This design comes from an exercise in tuning for a short achievable clock period and few clock cycles per item on the open sky130 flow, not from production work.
The RTL was checked by simulation tests, not by an equivalence proof against the original design.
No activity file was given, so power comes from the tool's default toggle rates.

Design lc3_core, start of the top module:
module lc3_core (
    input  wire        clk,
    input  wire        reset,         
    output wire        mem_req,
    output wire        mem_we,
    output wire [15:0] mem_addr,
    output wire [15:0] mem_wdata,
    input  wire [15:0] mem_rdata,
    input  wire        mem_ready,
    input  wire        kbd_avail,
    input  wire [7:0]  kbd_char,
    output wire        kbd_take,
    output wire        disp_emit,
    output wire [7:0]  disp_char,
    output wire        halted,
    output wire        double_fault
);
Size in the first run: about 6,300 cells after synthesis.
clock: 8.0 ns
lec_check: 0
abc_area: 1
abc_clock_period_in_ps: 2000
cap_margin: 20
core_margin: 2
core_utilization: 40
setup_slack_margin: 4.8
slew_margin: 20
standard.sh (not shown) runs the stock make flow with config.mk's settings and CLKGATE_MAP_FILE= SYNTH_SCRIPT=/design/flow/synth_recipe.tcl, a recipe that flattens the netlist after the stock synthesis.
==> flow/flow/run.sh <==
#!/bin/bash
set -euo pipefail
export BUFFER_PORTS_ARGS="-buffer_cell sky130_fd_sc_hd__buf_4"
bash standard.sh MATCH_CELL_FOOTPRINT=0 finish > standard.log 2>&1
Testbench counts at the start, summed over its fixed seeds: cycles 127,627, programs 64.
==> next run, changes <==
--- a/flow/design.v
+++ b/flow/design.v
@@ -282,36 +282,34 @@
             if (bt_v[k] && bt_tag[k] == a_addr) begin
                 bt_hit = 1'b1; bt_out = bt_tgt[k]; bt_odk = bt_dk[k];
             end
     end
     wire [15:0] a_inc     = kadd(a_addr, 16'd1);
     wire        a_inc_dev = (a_addr[15:3] == 13'h1FBF && a_addr[2:0] == 3'b111) ||
                             (a_addr[15:3] == 13'h1FC0 && a_addr[0] == 1'b1 && a_addr[2:1] != 2'b11);
     wire        sp_ok  = a_v & ~a_dev & (a_addr[15:11] != 5'h00) & (a_addr[15:11] != 5'h1F);
     wire        sp_br  = (mem_rdata[15:12] == 4'b0000) &&
                          ((mem_rdata[11:9] == 3'b111) || (mem_rdata[8] && mem_rdata[11:9] != 3'b000));
     wire        sp_jsr = (mem_rdata[15:12] == 4'b0100) && mem_rdata[11];
     wire        sp_take = sp_ok & (sp_br | sp_jsr);
-    wire [15:0] sp_c9   = kadd({6'd0, a_addr[8:0], 1'b1},  {6'd0, mem_rdata[8:0], 1'b1});
-    wire [15:0] sp_c11  = kadd({4'd0, a_addr[10:0], 1'b1}, {4'd0, mem_rdata[10:0], 1'b1});
-    wire [9:0]  sp_lo9  = sp_c9[10:1];
-    wire [11:0] sp_lo11 = sp_c11[12:1];
-    wire [15:0] sp_hi9p = kadd({9'd0, a_addr[15:9]}, 16'd1);
-    wire [15:0] sp_hi9m = kadd({9'd0, a_addr[15:9]}, 16'hFFFF);
-    wire [15:0] sp_hi11p = kadd({11'd0, a_addr[15:11]}, 16'd1);
-    wire [15:0] sp_hi11m = kadd({11'd0, a_addr[15:11]}, 16'hFFFF);
-    wire [6:0]  sp_hi9  = mem_rdata[8] ? (sp_lo9[9] ? a_addr[15:9] : sp_hi9m[6:0])
-                                       : (sp_lo9[9] ? sp_hi9p[6:0] : a_addr[15:9]);
-    wire [4:0]  sp_hi11 = mem_rdata[10] ? (sp_lo11[11] ? a_addr[15:11] : sp_hi11m[4:0])
-                                        : (sp_lo11[11] ? sp_hi11p[4:0] : a_addr[15:11]);
+    wire [15:0] sp_lo9  = kadd({7'd0, a_inc[8:0]},  {7'd0, mem_rdata[8:0]});
+    wire [15:0] sp_lo11 = kadd({5'd0, a_inc[10:0]}, {5'd0, mem_rdata[10:0]});
+    wire [15:0] sp_hi9p = kadd({9'd0, a_inc[15:9]}, 16'd1);
+    wire [15:0] sp_hi9m = kadd({9'd0, a_inc[15:9]}, 16'hFFFF);
+    wire [15:0] sp_hi11p = kadd({11'd0, a_inc[15:11]}, 16'd1);
+    wire [15:0] sp_hi11m = kadd({11'd0, a_inc[15:11]}, 16'hFFFF);
+    wire [6:0]  sp_hi9  = mem_rdata[8] ? (sp_lo9[9] ? a_inc[15:9] : sp_hi9m[6:0])
+                                       : (sp_lo9[9] ? sp_hi9p[6:0] : a_inc[15:9]);
+    wire [4:0]  sp_hi11 = mem_rdata[10] ? (sp_lo11[11] ? a_inc[15:11] : sp_hi11m[4:0])
+                                        : (sp_lo11[11] ? sp_hi11p[4:0] : a_inc[15:11]);
     wire [15:0] sp_tgt  = sp_jsr ? {sp_hi11, sp_lo11[10:0]} : {sp_hi9, sp_lo9[8:0]};
     wire        f_pt   = sp_take | bt_hit;
     wire [15:0] fa     = a_v ? (bt_hit ? bt_out : a_inc) : fpc;
     wire [3:0]  ainc_dk = {a_addr == 16'hFE05, a_addr == 16'hFE03, a_addr == 16'hFE01, a_addr == 16'hFDFF};
     wire [3:0]  fa_dk  = a_v ? (bt_hit ? bt_odk : ainc_dk) : dk(fpc);
     wire        fa_dev = |fa_dk;
     wire [3:0]  fpc_dk = dk(fpc);
     reg        s_v, s_we, cont, memop;
     reg [3:0]  s_dk;
     reg [15:0] s_addr, s_wdata;
     reg [NM-1:0] n_mode;
     reg        n_chk, n_ev, n_ir_v;
Design area is about the same.
Clock power rose by about 1%.
Sequential share of layout area hardly moves.
Cell count climbs by 0.69%.
Core utilization hardly moves.
Area after synthesis climbs by about 0.4%.
Via count goes up by about 1.5%.
Power drops by 12%.
Flip-flop and latch count is unchanged.
Synthesized cell count goes up by 0.49%.
Critical path depth stays the same.
Setup slack is worse by 0.0050 ns.
Testbench counts after the change, summed over its fixed seeds: cycles 127,627, programs 64.

port drivers added, routing unchanged:
The results above use ideal ports. As a check the final layouts listed here were re-extracted and re-timed, cells and wires unchanged.
Step 1, drivers: a clkbuf_16 drives clk and a buf_2 each remaining input, both assumed.
Step 2 adds t to the input delays and takes it off the output delays; t is the mean of the earliest and latest rising clock arrival at the registers after step 1. Input paths then give back, and output paths get back, about the clock's delay inside the block.
Slacks: ideal ports / drivers / drivers and shift; pairs: ideal ports / drivers.
run | shift t [ns] | slack for setup (ns) | clock arrival spread, ns | pins driven straight from the clock port
the first run | 0.750 | 4.339 / 4.339 / 3.769 | 0.044 / 0.044 | 1
the second run | 0.779 | 4.334 / 4.334 / 3.736 | 0.043 / 0.044 | 1
After both steps setup and hold are still met in every run listed. The setup slack of the second run, which loses most, moves by 0.000 ns with the drivers and by -0.598 ns with both steps.
